What follows belongs to an exercise in optimizing a design on an open flow for small area, a short achievable clock period and few clock cycles per item; a production flow would make more cautious choices. Where RTL was checked, it was by simulation tests only, not by an equivalence proof against the original. For run 1, only the layout was checked, not whether the RTL still works. Power is estimated from default activity; no workload was simulated.

**design/flow/run.sh**
```bash
#!/bin/bash
# synth_recipe.tcl (not shown) runs the flow's synth.tcl, then flattens the netlist and writes it again
# the make line also repeats each setting of config.mk as NAME=value (left out here)
make -C /OpenROAD-flow-scripts/flow DESIGN_CONFIG=/design/flow/config.mk WORK_HOME=/design/flow/orfs CLKGATE_MAP_FILE= SYNTH_SCRIPT=/design/flow/synth_recipe.tcl finish
```
**design/flow/config.mk**
```make
export PLATFORM = sky130hd
export DESIGN_NAME = dict_encoder
export DESIGN_NICKNAME = dict_encoder
export VERILOG_FILES = /design/flow/design.v
export SDC_FILE = /design/flow/constraint.sdc
export NUM_CORES = 4
export LEC_CHECK = 0
export CAP_MARGIN = 20
export CORE_MARGIN = 2
export CORE_UTILIZATION = 40
export SLEW_MARGIN = 20
```
**design/flow/constraint.sdc**
```tcl
create_clock -name core_clock -period 12.0 [get_ports {clk}]
set_input_delay 2.4000 -clock core_clock [delete_from_list [all_inputs] [get_ports {clk}]]
set_output_delay 2.4000 -clock core_clock [all_outputs]
set_load 0.01 [all_outputs]
```
**design/flow/design.v**
```verilog
module match_unit (
    input  wire [31:0] entry,
    input  wire [31:0] line,
    input  wire        en,
    output wire        z,
    output wire        p1,
    output wire        a2,
    output wire        f4,
    output wire        w,
    output wire        t,
    output wire [2:0]  rank       
);
    wire [31:0] d = entry ^ line;
    wire [15:0] l1a, l1b;
    wire [7:0]  q1, q2, q3;
    genvar k;
    generate
        for (k = 0; k < 16; k = k + 1) begin : g_l1
            assign l1a[k] = d[2*k] | d[2*k+1];
            assign l1b[k] = d[2*k] & d[2*k+1];
        end
        for (k = 0; k < 8; k = k + 1) begin : g_l2
            assign q1[k] = l1a[2*k] | l1a[2*k+1];
            assign q2[k] = l1b[2*k] | l1b[2*k+1] | (l1a[2*k] & l1a[2*k+1]);
            assign q3[k] = (l1b[2*k] & l1a[2*k+1]) | (l1a[2*k] & l1b[2*k+1]);
        end
    endgenerate
    function [2:0] c3(input [2:0] x, input [2:0] y);    
        c3 = {x[2] | y[2] | (x[1] & y[0]) | (x[0] & y[1]),
              x[1] | y[1] | (x[0] & y[0]),
              x[0] | y[0]};
    endfunction
    wire [2:0] o0 = c3({q3[0], q2[0], q1[0]}, {q3[1], q2[1], q1[1]});
    wire [2:0] o1 = c3({q3[2], q2[2], q1[2]}, {q3[3], q2[3], q1[3]});
    wire [2:0] o2 = c3({q3[4], q2[4], q1[4]}, {q3[5], q2[5], q1[5]});
    wire [2:0] o3 = c3({q3[6], q2[6], q1[6]}, {q3[7], q2[7], q1[7]});
    wire [2:0] h0 = c3(o0, o1);
    wire [2:0] h1 = c3(o2, o3);
    wire [2:0] g  = c3(h0, h1);
    reg [31:0] sfx;
    integer i;
    always @(*) begin
        sfx[31] = d[31];
        for (i = 30; i >= 0; i = i - 1)
            sfx[i] = sfx[i+1] | d[i];
    end
    wire far = |(d[27:0] & sfx[31:4]);
    wire [28:0] run4;
    generate
        for (k = 0; k < 29; k = k + 1) begin : g_f4
            assign run4[k] = &d[k+3:k];
        end
    endgenerate
    assign z  = en & ~g[0];
    assign p1 = en & g[0] & ~g[1];
    assign t  = en & g[1] & ~g[2];
    assign a2 = t & (|(d[30:0] & d[31:1]));
    assign w  = en & g[0] & ~far;
    assign f4 = w & (|run4);
    assign rank = z  ? 3'd0 :
                  p1 ? 3'd1 :
                  a2 ? 3'd2 :
                  f4 ? 3'd3 :
                  w  ? 3'd4 :
                  t  ? 3'd5 : 3'd6;
endmodule
module dict_encoder (
    input  wire        clk,
    input  wire        rst,
    input  wire        dict_we,
    input  wire [3:0]  dict_waddr,
    input  wire [31:0] dict_wdata,
    input  wire [4:0]  dict_size,
    input  wire        start,
    input  wire        in_valid,
    output wire        in_ready,
    input  wire [31:0] in_data,
    input  wire        in_last,
    output reg         row_valid,
    output reg  [31:0] row_data,
    output reg         done
);
    localparam [2:0] TAG_LIT = 3'd0, TAG_RLE = 3'd1, TAG_DIR = 3'd2, TAG_BMD = 3'd3,
                     TAG_FM1 = 3'd4, TAG_FM2 = 3'd5, TAG_FM4 = 3'd6, TAG_PMM = 3'd7;
    reg [31:0] dict [0:15];
    always @(posedge clk)
        if (dict_we)
            dict[dict_waddr] <= dict_wdata;
    reg [15:0] en;
    integer e;
    always @(posedge clk)
        if (start)
            for (e = 0; e < 16; e = e + 1)
                en[e] <= (e < dict_size);
    reg  vb;             
    reg  ov_valid;       
    wire stall = ov_valid & vb;
    wire adv   = ~stall;
    assign in_ready = adv;
    reg [31:0] x0;
    reg        v0, last0;
    always @(posedge clk) begin
        if (rst)
            v0 <= 1'b0;
        else if (adv)
            v0 <= in_valid;
        if (adv) begin
            x0    <= in_data;
            last0 <= in_last;
        end
    end
    wire [47:0] mrank;
    genvar g;
    generate
        for (g = 0; g < 16; g = g + 1) begin : g_match
            match_unit u_m (
                .entry (dict[g]),
                .line  (x0),
                .en    (en[g]),
                .z     (),
                .p1    (),
                .a2    (),
                .f4    (),
                .w     (),
                .t     (),
                .rank  (mrank[3*g +: 3])
            );
        end
    endgenerate
    reg [31:0] xa;
    reg        has_prev, rle_valid, in_run;
    reg [2:0]  run_cnt;
    wire       lookback = has_prev & (x0 == xa);
    reg        n_pre, n_own, n_fin;
    reg  [2:0] n_cnt;
    always @(*) begin
        n_pre = 1'b0;
        n_own = 1'b0;
        n_cnt = run_cnt;
        n_fin = 1'b0;
        if (in_run) begin
            if (lookback) begin
                n_cnt = run_cnt + 3'd1;
                n_fin = last0 | (run_cnt == 3'd6);
                n_pre = n_fin;
            end else begin
                n_pre = 1'b1;
                n_own = 1'b1;
            end
        end else if (lookback & ~rle_valid) begin
            n_cnt = 3'd0;
            n_pre = last0;
        end else begin
            n_own = 1'b1;
        end
    end
    always @(posedge clk) begin
        if (start) begin
            has_prev  <= 1'b0;
            rle_valid <= 1'b0;
            in_run    <= 1'b0;
        end else if (v0 & adv) begin
            has_prev <= 1'b1;
            if (in_run) begin
                if (lookback) begin
                    run_cnt <= n_cnt;
                    if (n_fin) in_run <= 1'b0;
                end else begin
                    in_run    <= 1'b0;
                    rle_valid <= 1'b0;
                end
            end else if (!lookback) begin
                rle_valid <= 1'b0;
            end else if (!rle_valid) begin
                rle_valid <= 1'b1;
                run_cnt   <= 3'd0;
                in_run    <= ~last0;
            end
        end
    end
    reg        va1, a1_pre, a1_own, a1_last;
    reg [2:0]  a1_cnt;
    reg [47:0] a1_rank;
    always @(posedge clk) begin
        if (rst)
            va1 <= 1'b0;
        else if (adv)
            va1 <= v0 & (n_pre | n_own);
        if (adv & v0) begin
            xa      <= x0;
            a1_pre  <= n_pre;
            a1_own  <= n_own;
            a1_cnt  <= n_cnt;
            a1_rank <= mrank;
            a1_last <= last0;
        end
    end
    reg [15:0] rz, rp1, ra2, rf4, rw, rt;
    integer r;
    always @(*) begin
        for (r = 0; r < 16; r = r + 1) begin
            rz[r]  = a1_rank[3*r +: 3] == 3'd0;
            rp1[r] = a1_rank[3*r +: 3] == 3'd1;
            ra2[r] = a1_rank[3*r +: 3] == 3'd2;
            rf4[r] = a1_rank[3*r +: 3] == 3'd3;
            rw[r]  = a1_rank[3*r +: 3] == 3'd4;
            rt[r]  = a1_rank[3*r +: 3] == 3'd5;
        end
    end
    reg [2:0]  wtag;
    reg [15:0] wvec;
    always @(*) begin
        if (|rz) begin
            wtag = TAG_DIR; wvec = rz;
        end else if (|rp1) begin
            wtag = TAG_FM1; wvec = rp1;
        end else if (|ra2) begin
            wtag = TAG_FM2; wvec = ra2;
        end else if (|rf4) begin
            wtag = TAG_FM4; wvec = rf4;
        end else if (|rw) begin
            wtag = TAG_BMD; wvec = rw;
        end else if (|rt) begin
            wtag = TAG_PMM; wvec = rt;
        end else begin
            wtag = TAG_LIT; wvec = 16'd0;
        end
    end
    reg [3:0] wj;
    integer b;
    always @(*) begin
        wj = 4'd0;
        for (b = 15; b >= 0; b = b - 1)
            if (wvec[b]) wj = b[3:0];
    end
    reg [31:0] xb;
    reg        va, a_pre, a_own, a_last;
    reg [2:0]  a_cnt, a_tag;
    reg [3:0]  a_j;
    always @(posedge clk) begin
        if (rst)
            va <= 1'b0;
        else if (adv)
            va <= va1;
        if (adv & va1) begin
            xb     <= xa;
            a_pre  <= a1_pre;
            a_own  <= a1_own;
            a_cnt  <= a1_cnt;
            a_tag  <= wtag;
            a_j    <= wj;
            a_last <= a1_last;
        end
    end
    wire [31:0] dsel = dict[a_j] ^ xb;
    reg [4:0] fpos, lpos;
    integer i;
    always @(*) begin
        fpos = 5'd0;
        lpos = 5'd0;
        for (i = 0; i < 32; i = i + 1)
            if (dsel[i]) fpos = 5'd31 - i[4:0];
        for (i = 31; i >= 0; i = i - 1)
            if (dsel[i]) lpos = 5'd31 - i[4:0];
    end
    wire [4:0]  boff = (fpos > 5'd28) ? 5'd28 : fpos;
    wire [31:0] dshl = dsel << boff;
    wire [3:0]  bmask = dshl[31:28];
    reg [34:0] own;
    reg [5:0]  own_len;
    always @(*) begin
        own     = 35'd0;
        own_len = 6'd0;
        if (a_own) begin
            case (a_tag)
            TAG_DIR: begin own = {TAG_DIR, a_j, 28'd0};              own_len = 6'd7;  end
            TAG_FM1: begin own = {TAG_FM1, fpos, a_j, 23'd0};        own_len = 6'd12; end
            TAG_FM2: begin own = {TAG_FM2, fpos, a_j, 23'd0};        own_len = 6'd12; end
            TAG_FM4: begin own = {TAG_FM4, fpos, a_j, 23'd0};        own_len = 6'd12; end
            TAG_BMD: begin own = {TAG_BMD, boff, bmask, a_j, 19'd0}; own_len = 6'd16; end
            TAG_PMM: begin own = {TAG_PMM, fpos, lpos, a_j, 18'd0};  own_len = 6'd17; end
            default: begin own = {TAG_LIT, xb};                      own_len = 6'd35; end
            endcase
        end
    end
    wire [40:0] item     = a_pre ? {TAG_RLE, a_cnt, own} : {own, 6'd0};
    wire [6:0]  item_len = {1'b0, own_len} + (a_pre ? 7'd6 : 7'd0);
    reg [40:0] b_item;
    reg [6:0]  b_len;
    reg        b_last;
    always @(posedge clk) begin
        if (rst)
            vb <= 1'b0;
        else if (adv)
            vb <= va;
        if (adv) begin
            b_item <= item;
            b_len  <= item_len;
            b_last <= a_last;
        end
    end
    reg [31:0] part;       
    reg [4:0]  pfill;
    reg [31:0] ov;         
    reg        fin;        
    wire [71:0] comb = {part, 40'd0} | ({b_item, 31'd0} >> pfill);
    wire [6:0]  wtot = {2'b00, pfill} + b_len;
    always @(posedge clk) begin
        row_valid <= 1'b0;
        done      <= 1'b0;
        if (rst) begin
            part     <= 32'd0;
            pfill    <= 5'd0;
            ov_valid <= 1'b0;
            fin      <= 1'b0;
        end else if (ov_valid) begin
            row_valid <= 1'b1;
            row_data  <= ov;
            ov_valid  <= 1'b0;
            if (fin && pfill == 5'd0) begin
                done <= 1'b1;
                fin  <= 1'b0;
            end
        end else if (fin) begin
            row_valid <= 1'b1;
            row_data  <= part;
            part      <= 32'd0;
            pfill     <= 5'd0;
            done      <= 1'b1;
            fin       <= 1'b0;
        end else if (vb) begin
            if (b_last) begin
                if (wtot <= 7'd32) begin
                    row_valid <= 1'b1;
                    row_data  <= comb[71:40];
                    part      <= 32'd0;
                    pfill     <= 5'd0;
                    done      <= 1'b1;
                end else begin
                    row_valid <= 1'b1;
                    row_data  <= comb[71:40];
                    ov        <= comb[39:8];
                    ov_valid  <= 1'b1;
                    fin       <= 1'b1;
                    if (wtot > 7'd64) begin
                        part  <= {comb[7:0], 24'd0};
                        pfill <= wtot[4:0];
                    end else begin
                        part  <= 32'd0;
                        pfill <= 5'd0;
                    end
                end
            end else if (wtot >= 7'd64) begin
                row_valid <= 1'b1;
                row_data  <= comb[71:40];
                ov        <= comb[39:8];
                ov_valid  <= 1'b1;
                part      <= {comb[7:0], 24'd0};
                pfill     <= wtot[4:0];
            end else if (wtot >= 7'd32) begin
                row_valid <= 1'b1;
                row_data  <= comb[71:40];
                part      <= comb[39:8];
                pfill     <= wtot[4:0];
            end else begin
                part  <= comb[71:40];
                pfill <= wtot[4:0];
            end
        end
    end
endmodule
```
==> impl_metrics.csv, run 1 <==
group,metric,value,unit
clock_network,clock_tree.buffer_depth,3,
synth,largest_family_of_logic_cells_by_synthesized_area,"compound AO/OA/AOI/OAI gates",
timing,hold_ws,0.418,ns
synth,synthDominantAreaCellType,"edfxtp_1",
clock_network,cts_tree,"done",
synth,synth_top_cell_area_share,37.0,%
timing,clock_skew,0.0782,ns
synth,postSynthRegisterBits,856,
floorplanning,initial_core_util,40.3,%
synth,post_synth_most_frequent_cells,"edfxtp_1, nor2_1, nand2_1",
clock_network,cts-buffers-inserted,98,
setup_path,worst-endpoint-arrival,7.93,ns
setup_path,criticalPathCategory,"register to register",
setup_path,first_element_of_the_critical_path,"a_j[0]",
clock_network,number_of_sinks_driven_by_the_clock_tree,856,
placement,dpl.hpwl,276000,um
synth,synth.mux.area_fraction,7.89,%
route,drt-vias-per-instance,6.83,
finish,area.growth.synth_to_final,11.7,%
floorplanning,floorplan.die_area,167000,sq um
clock_network,cts_root_buf,"clkbuf_16",
timing,finalMaxSlewViolations,0,
timing,min_period_over_period,62.0,%
synth,synth_area,65600,sq um
synth,synth_xor_xnor_area_share,11.3,%
synth,ys_async_sr_fraction,0,%
run_status,status,"finished clean",
route,initialDrtViolationCount,10961,
min_path,hp-class,"register to register",
setup_path,r2r_end,"b_item[25]",
timing,post-route-min-period,7.44,ns
synth,yosys_most_used_dff,"edfxtp_1",
timing,setup_repair_after_global_routing_missed_its_margin,"false",
timing,clock.fmax,134,MHz
flow_run,max-cap-violations,0,
floorplanning,die_outline_width,409,um
clock_network,postCtsSetupBuffers,0,
grt,globalRouteTotalUtil,40.8,%
grt,grt_overflow,0,
clock_network,ctsHoldBuffers,0,
timing,timing.final.hold_violations,0,
timing,max_slew_margin,18.4,%
timing,tns,0,ns
pwr,powerDensity,114,nW/um^2
synth,post_synth_and_or_nand_nor_area_fraction,17.8,%
setup_path,setup.reg_to_reg.worst_slack,4.56,ns
timing,max_slew.worst_pin.slew,1.19,ns
pwr,worst_ir_drop_vdd,0.164,mV
setup_path,regToRegStartpoint,"a_j[0]",
synth,syn-mean-instance-area,9.01,sq um
grt,grt_first_pass_wirelength,484000,um
setup_path,crit_path_start_kind,"register",
floorplanning,chip_height,409,um
setup_path,crit_path_max_fanout,51,
clock_network,htree_num_levels,3,
min_path,min_from,"a1_own",
floorplanning,num_rows,148,
setup_path,critPathRequiredTime,12.49,ns
grt,antenna_violations_before_repair,49,
clock_network,cts-resized-gates,0,
synth,post_synth_inst_count,7280,
synth,synth_area_in_compound_gates,20.9,%
timing,timing.final.setup_violations,0,
route,finalWirelength,354000,um
route,drc_errors,0,
route,via_count,66207,
floorplanning,floorplan.core_area,163000,sq um
pwr,report.power.total,8.35,mW
clock_network,cts.reportedPaths.clkPinSlew,0.07,ns
synth,synthesis.nets,7370,
setup_path,cp_capture_point,"b_item[25]",
synth,synth_top_cells_by_area,"edfxtp_1, xnor2_1, xor2_1",
finish,post_route_cells_drive_above_1_share,9.04,%
route,wl_per_cell,36.5,um
setup_path,ff2ff_path_depth,15,
synth,most_common_cell_in_the_synthesized_netlist,"edfxtp_1",
placement,port_buffers,113,
clock_network,insertion_delay_to_the_later_sink_of_the_worst_skew_pair,0.79,ns
floorplanning,pin_count,114,
placement,dp_cells,9481,
synth,synth.yosys.warnings,2,
grt,grt_max_degree,137,
synth,yosysUniqueCellTypes,105,
setup_path,critical_path.endpoint_type,"register",
finish,layout.cells.non_filler,9688,
pwr,p_leak,24.3,nW
synth,synth-seq-area-share,38.5,%
finish,layout.nets,7499,
synth,post_synth_edffs,808,
synth,synth_fa_ha_area_share,0.874,%
placement,routabilityCongestion,1.10,
route,route.antenna.remaining_nets,0,
grt,first_global_vias,60710,
route,drtPass1Iterations,9,
==> final cells by class <==
cell class	count	area, sq um
fillers	15850	89600
multi-input cells	6029	38800
flip-flops and latches	856	25200
repair buffers	328	2750
well taps	2175	2720
clock buffers	124	2660
clock inverters	58	649
inverters	96	363
diodes	22	55.1
==> how the worst min path moves through the flow <==
stage	slack, ns	cells past startpoint	end
CTS	0.42	0	a_own
global route	0.42	0	a_own
floorplan	0.40	0	a_cnt[0]
global placement	0.40	0	a_own
finish	0.42	0	a_own
detailed placement	0.40	0	a_cnt[1]
==> report_power, final <==
part           internal [mW]  switching (mW)  leakage (nW)
combinational          0.529            1.24          14.8
sequential              3.34           0.122          7.88
clock                   1.72            1.41          1.60
==> cells by family after synthesis <==
family | count (synthesis)
simple gates | 2493
compound gates | 2207
flops | 856
xor+xnor | 848
mux | 427
buf+inv | 395
fa+ha+maj | 53
other cells | 1
==> stage by stage <==
| step | area (sq um) | setup WS [ns] | utilization, % |
|---|---|---|---|
| 6_report | 73200 | 4.56 | 45.0 |
| 5_1_grt | 73200 | 4.34 | 44.9 |
| 4_1_cts | 73100 | 4.69 | 44.9 |
| 3_5_place_dp | 69800 | 4.68 | 42.9 |
| 3_3_place_gp | 69800 | 4.84 | 42.9 |
| 2_1_floorplan | 65600 | 5.74 | - |
==> critical path: stages (launching register included) <==
cell      delay [ns]
edfxtp_1        0.75
buf_4           0.40
buf_4           0.74
mux2i_1         0.19
a22oi_1         0.25
nand2_1         0.09
o21ai_0         0.56
xor2_1          0.27
or4_1           0.68
a211o_1         0.34
a211oi_2        0.79
nand2_1         0.61
mux2i_1         0.27
or4b_1          0.57
nor4_2          0.43
o31ai_1         0.12
==> per-layer routing <==
metal	part of all wire, %	track usage (%)	vias to the layer above
met5	0.072	0	-
li1	-	-	27838
met4	6.9	23.1	38
met1	39	53.2	32594
met3	11	10.1	1010
met2	43	61.6	4727
==> sequential cells by signal, summed over array words and instances, names as in the netlist, 7 cells and up <==
register,flops
a1_rank,48
b_item,41
b_len,7
dict,512
en,16
ov,32
part,32
row_data,32
x0,32
xa,32
xb,32
==> layout by cell type, fill, tap and decap left out, types with 60 or more instances in the layout <==
master	synthesis	layout
a21oi_1	642	639
nor3_1	195	189
nand2_1	698	697
nand3_1	177	177
o21ai_0	580	578
buf_4	7	209
and2_1	81	81
clkdlybuf4s50_1	0	101
nor2_1	799	786
a31oi_1	60	60
mux2_2	95	95
a22oi_1	141	141
inv_1	93	91
xor2_1	391	391
nor4_1	87	85
mux2i_1	266	266
o22ai_1	190	189
clkbuf_16	0	101
nand4_1	88	88
xnor2_1	456	454
mux4_2	62	62
edfxtp_1	808	808
==> inputs of run 2 (changes only) <==
--- a/design/flow/design.v
+++ b/design/flow/design.v
@@ -8,6 +8,5 @@
     output wire        f4,
     output wire        w,
-    output wire        t,
-    output wire [2:0]  rank       
+    output wire        t
 );
     wire [31:0] d = entry ^ line;
@@ -58,10 +57,4 @@
     assign w  = en & g[0] & ~far;
     assign f4 = w & (|run4);
-    assign rank = z  ? 3'd0 :
-                  p1 ? 3'd1 :
-                  a2 ? 3'd2 :
-                  f4 ? 3'd3 :
-                  w  ? 3'd4 :
-                  t  ? 3'd5 : 3'd6;
 endmodule
 module dict_encoder (
@@ -110,5 +103,5 @@
         end
     end
-    wire [47:0] mrank;
+    wire [15:0] mz, mp1, ma2, mf4, mw, mt;
     genvar g;
     generate
@@ -118,14 +111,39 @@
                 .line  (x0),
                 .en    (en[g]),
-                .z     (),
-                .p1    (),
-                .a2    (),
-                .f4    (),
-                .w     (),
-                .t     (),
-                .rank  (mrank[3*g +: 3])
+                .z     (mz[g]),
+                .p1    (mp1[g]),
+                .a2    (ma2[g]),
+                .f4    (mf4[g]),
+                .w     (mw[g]),
+                .t     (mt[g])
             );
         end
     endgenerate
+    reg [2:0]  wtag;
+    reg [15:0] wvec;
+    always @(*) begin
+        if (|mz) begin
+            wtag = TAG_DIR; wvec = mz;
+        end else if (|mp1) begin
+            wtag = TAG_FM1; wvec = mp1;
+        end else if (|ma2) begin
+            wtag = TAG_FM2; wvec = ma2;
+        end else if (|mf4) begin
+            wtag = TAG_FM4; wvec = mf4;
+        end else if (|mw) begin
+            wtag = TAG_BMD; wvec = mw;
+        end else if (|mt) begin
+            wtag = TAG_PMM; wvec = mt;
+        end else begin
+            wtag = TAG_LIT; wvec = 16'd0;
+        end
+    end
+    reg [3:0] wj;
+    integer b;
+    always @(*) begin
+        wj = 4'd0;
+        for (b = 15; b >= 0; b = b - 1)
+            if (wvec[b]) wj = b[3:0];
+    end
     reg [31:0] xa;
     reg        has_prev, rle_valid, in_run;
@@ -179,60 +197,4 @@
         end
     end
-    reg        va1, a1_pre, a1_own, a1_last;
-    reg [2:0]  a1_cnt;
-    reg [47:0] a1_rank;
-    always @(posedge clk) begin
-        if (rst)
-            va1 <= 1'b0;
-        else if (adv)
-            va1 <= v0 & (n_pre | n_own);
-        if (adv & v0) begin
-            xa      <= x0;
-            a1_pre  <= n_pre;
-            a1_own  <= n_own;
-            a1_cnt  <= n_cnt;
-            a1_rank <= mrank;
-            a1_last <= last0;
-        end
-    end
-    reg [15:0] rz, rp1, ra2, rf4, rw, rt;
-    integer r;
-    always @(*) begin
-        for (r = 0; r < 16; r = r + 1) begin
-            rz[r]  = a1_rank[3*r +: 3] == 3'd0;
-            rp1[r] = a1_rank[3*r +: 3] == 3'd1;
-            ra2[r] = a1_rank[3*r +: 3] == 3'd2;
-            rf4[r] = a1_rank[3*r +: 3] == 3'd3;
-            rw[r]  = a1_rank[3*r +: 3] == 3'd4;
-            rt[r]  = a1_rank[3*r +: 3] == 3'd5;
-        end
-    end
-    reg [2:0]  wtag;
-    reg [15:0] wvec;
-    always @(*) begin
-        if (|rz) begin
-            wtag = TAG_DIR; wvec = rz;
-        end else if (|rp1) begin
-            wtag = TAG_FM1; wvec = rp1;
-        end else if (|ra2) begin
-            wtag = TAG_FM2; wvec = ra2;
-        end else if (|rf4) begin
-            wtag = TAG_FM4; wvec = rf4;
-        end else if (|rw) begin
-            wtag = TAG_BMD; wvec = rw;
-        end else if (|rt) begin
-            wtag = TAG_PMM; wvec = rt;
-        end else begin
-            wtag = TAG_LIT; wvec = 16'd0;
-        end
-    end
-    reg [3:0] wj;
-    integer b;
-    always @(*) begin
-        wj = 4'd0;
-        for (b = 15; b >= 0; b = b - 1)
-            if (wvec[b]) wj = b[3:0];
-    end
-    reg [31:0] xb;
     reg        va, a_pre, a_own, a_last;
     reg [2:0]  a_cnt, a_tag;
@@ -242,16 +204,16 @@
             va <= 1'b0;
         else if (adv)
-            va <= va1;
-        if (adv & va1) begin
-            xb     <= xa;
-            a_pre  <= a1_pre;
-            a_own  <= a1_own;
-            a_cnt  <= a1_cnt;
+            va <= v0 & (n_pre | n_own);
+        if (adv & v0) begin
+            xa     <= x0;
+            a_pre  <= n_pre;
+            a_own  <= n_own;
+            a_cnt  <= n_cnt;
             a_tag  <= wtag;
             a_j    <= wj;
-            a_last <= a1_last;
+            a_last <= last0;
         end
     end
-    wire [31:0] dsel = dict[a_j] ^ xb;
+    wire [31:0] dsel = dict[a_j] ^ xa;
     reg [4:0] fpos, lpos;
     integer i;
@@ -280,5 +242,5 @@
             TAG_BMD: begin own = {TAG_BMD, boff, bmask, a_j, 19'd0}; own_len = 6'd16; end
             TAG_PMM: begin own = {TAG_PMM, fpos, lpos, a_j, 18'd0};  own_len = 6'd17; end
-            default: begin own = {TAG_LIT, xb};                      own_len = 6'd35; end
+            default: begin own = {TAG_LIT, xa};                      own_len = 6'd35; end
             endcase
         end
==> impl_metrics.csv, run 2 <==
group,metric,value,unit
floorplanning,chip_height,398,um
setup_path,crit_path_max_fanout,22,
timing,setup_repair_after_global_routing_missed_its_margin,"false",
synth,post_synth_inst_count,6651,
grt,first_global_vias,56942,
pwr,worst_ir_drop_vdd,0.103,mV
route,wl_per_cell,37.8,um
synth,synthDominantAreaCellType,"edfxtp_1",
synth,synth-seq-area-share,36.4,%
synth,synth_area,62100,sq um
timing,clock_skew,0.0455,ns
timing,timing.final.hold_violations,0,
min_path,min_from,"a_last",
timing,clock.fmax,131,MHz
min_path,hp-class,"register to register",
grt,grt_overflow,0,
synth,post_synth_edffs,722,
clock_network,htree_num_levels,3,
floorplanning,floorplan.core_area,154000,sq um
timing,max_slew_margin,15.2,%
finish,post-route-cell-area,69400,sq um
floorplanning,initial_core_util,40.3,%
grt,globalRouteTotalUtil,41.2,%
synth,yosysUniqueCellTypes,110,
synth,synth_top_cells_by_area,"edfxtp_1, xnor2_1, mux4_2",
setup_path,regToRegStartpoint,"x0[2]",
clock_network,number_of_sinks_driven_by_the_clock_tree,769,
synth,synthesis.nets,6741,
floorplanning,die_outline_width,398,um
finish,top_regs,"dict: 512 flops, b_item: 41 flops",
clock_network,clock_tree.buffer_depth,3,
flow_run,max-cap-violations,0,
finish,layout.nets,6885,
setup_path,crit_path_start_kind,"register",
finish,final_cell_mix,"edfxtp_1, nor2_1, nand2_1",
clock_network,postCtsSetupBuffers,0,
run_status,status,"finished clean",
setup_path,critPathRequiredTime,12.54,ns
route,route.antenna.remaining_nets,0,
synth,syn-mean-instance-area,9.34,sq um
clock_network,cts_root_buf,"clkbuf_16",
setup_path,criticalPathCategory,"register to register",
timing,tns,0,ns
finish,area.growth.synth_to_final,11.8,%
route,initialDrtViolationCount,10083,
floorplanning,floorplan.die_area,158000,sq um
setup_path,critical_path.endpoint_type,"register",
timing,max_slew.worst_pin.slew,1.27,ns
clock_network,insertion_delay_to_the_later_sink_of_the_worst_skew_pair,0.73,ns
route,drt-vias-per-instance,7.17,
setup_path,worst-endpoint-arrival,8.17,ns
clock_network,ctsHoldBuffers,0,
pwr,powerDensity,113,nW/um^2
clock_network,cts-resized-gates,0,
route,via_count,64072,
finish,post_route_cells_drive_above_1_share,11.1,%
placement,port_buffers,113,
clock_network,cts.reportedPaths.clkPinSlew,0.06,ns
placement,placement.cell_area,66300,sq um
pwr,p_leak,22.1,nW
route,drc_errors,0,
route,finalWirelength,338000,um
timing,finalMaxSlewViolations,0,
synth,postSynthRegisterBits,769,
timing,min_period_over_period,63.5,%
synth,post_synth_most_frequent_cells,"edfxtp_1, nor2_1, nand2_1",
finish,final_core_utilization,45.0,%
synth,synth.yosys.warnings,2,
route,drtPass1Iterations,7,
clock_network,cts-buffers-inserted,90,
grt,antenna_violations_before_repair,27,
floorplanning,pin_count,114,
timing,timing.final.setup_violations,0,
placement,routabilityCongestion,1.11,
timing,post-route-min-period,7.62,ns
synth,ys_async_sr_fraction,0,%
finish,registers.top_by_ff_count,"dict",
placement,dpl.hpwl,257000,um
grt,grt_max_degree,97,
clock_network,cts_tree,"done",
finish,largest_reg_flops,512,
finish,layout.cells.most_common,"edfxtp_1",
synth,synth_top_cell_area_share,34.9,%
floorplanning,num_rows,144,
synth,yosys_most_used_dff,"edfxtp_1",
grt,grt_first_pass_wirelength,460000,um
synth,most_common_cell_in_the_synthesized_netlist,"edfxtp_1",
setup_path,first_element_of_the_critical_path,"x0[2]",
[run 2: cell families (layout without fill, tap and decap cells)]
group | after synthesis | count (layout) | synth area share, %
AO/OA/AOI/OAI | 1971 | 1971 | 20.8
other | 1 | 27 | 0.00604
XOR/XNOR | 831 | 831 | 11.9
AND/OR/NAND/NOR | 2343 | 2343 | 18.2
multiplexers | 324 | 324 | 9.03
flip-flops | 769 | 769 | 36.4
buffers and inverters | 352 | 572 | 2.68
adder cells (fa/ha/maj) | 60 | 60 | 1.04
[run 2: worst paths after layout]
path	slack, ns	cells past startpoint	endpoint
worst max-delay path	4.38	18	a_j[0]
worst min-delay path	0.42	0	b_last
worst max register to register	4.38	18	a_j[0]
worst min register to register	0.42	0	b_last
[run 2: final cells by class]
| cell class | count | area [sq um] |
|---|---|---|
| antenna | 26 | 65.1 |
| multi-input combinational | 5530 | 38100 |
| clock buffer | 101 | 2320 |
| fill | 14965 | 84800 |
| clock inverter | 67 | 616 |
| tap | 2044 | 2560 |
| timing repair buffer | 350 | 2920 |
| inverter | 54 | 204 |
| sequential | 769 | 22600 |
[run 2: report_power, final]
part           internal [mW]  switching [mW]
Sequential              3.00          0.0876
Clock                   1.53            1.27
Combinational          0.581            1.39
[run 2: layer usage]
layer | part of all wire [%] | GRT usage [%] | vias to the layer above
li1 | - | - | 26476
met1 | 39 | 54.7 | 31575
met2 | 40 | 57.3 | 5050
met3 | 14 | 14.6 | 953
met4 | 7.0 | 24.0 | 18
met5 | 0.040 | 0 | -
[run 2: per-stage QoR]
step	hold slack (ns)	power (mW)	cells	setup WS, ns
after floorplan	0.400	4.22	6651	5.75
after global placement	0.408	5.02	8738	4.68
after detailed placement	0.410	5.00	8741	4.68
after CTS	0.423	7.75	8909	4.63
after global routing	0.436	8.01	8917	4.09
final	0.423	7.86	8941	4.38
[run 2: worst max-delay path, stage by stage, from the launching register on]
cell and delay [ns]:
edfxtp_1 0.33, buf_4 0.59, xor2_1 0.42, nor4_1 0.90, nand2_1 0.32, nor4_1 0.77
mux2_2 0.41, and4_1 0.26, or4b_2 0.69, or4_1 0.74, or2_0 0.48, a221oi_1 0.28
a21bo_1 0.18, o211ai_1 0.16, a21oi_1 0.24, o31ai_1 0.09, a211oi_1 0.33, o21ai_1 0.10
a21oi_1 0.15
Testbench counts of run 2, summed over its fixed seeds: cycles 4,463, lines 4,098.

-- re-timing with driven ports --
Ports are ideal in the flow. The routed layouts listed here were re-timed in OpenROAD. Step 1 (the two cells are an assumption about what drives the block):
set clk [get_ports {clk}]
set_driving_cell -lib_cell sky130_fd_sc_hd__clkbuf_16 $clk
set_driving_cell -lib_cell sky130_fd_sc_hd__buf_2 [delete_from_list [all_inputs] $clk]
Step 2, shift: input delay + t, output delay - t, t = (earliest + latest rising clock arrival at the registers) / 2. This alone moves slack from input paths to output paths. Slacks: no drivers / after step 1 / after step 2; pairs: no drivers / after step 1.
| run | t (ns) | setup slack, ns | worst setup path after step 2 | cell pins on the clock port's net |
|---|---|---|---|---|
| run 1 | 0.838 | 4.565 / 4.565 / 4.565 | register to register | 1 |
| run 2 | 0.784 | 4.375 / 4.375 / 4.375 | register to register | 1 |
After both steps every run listed still meets setup and hold.
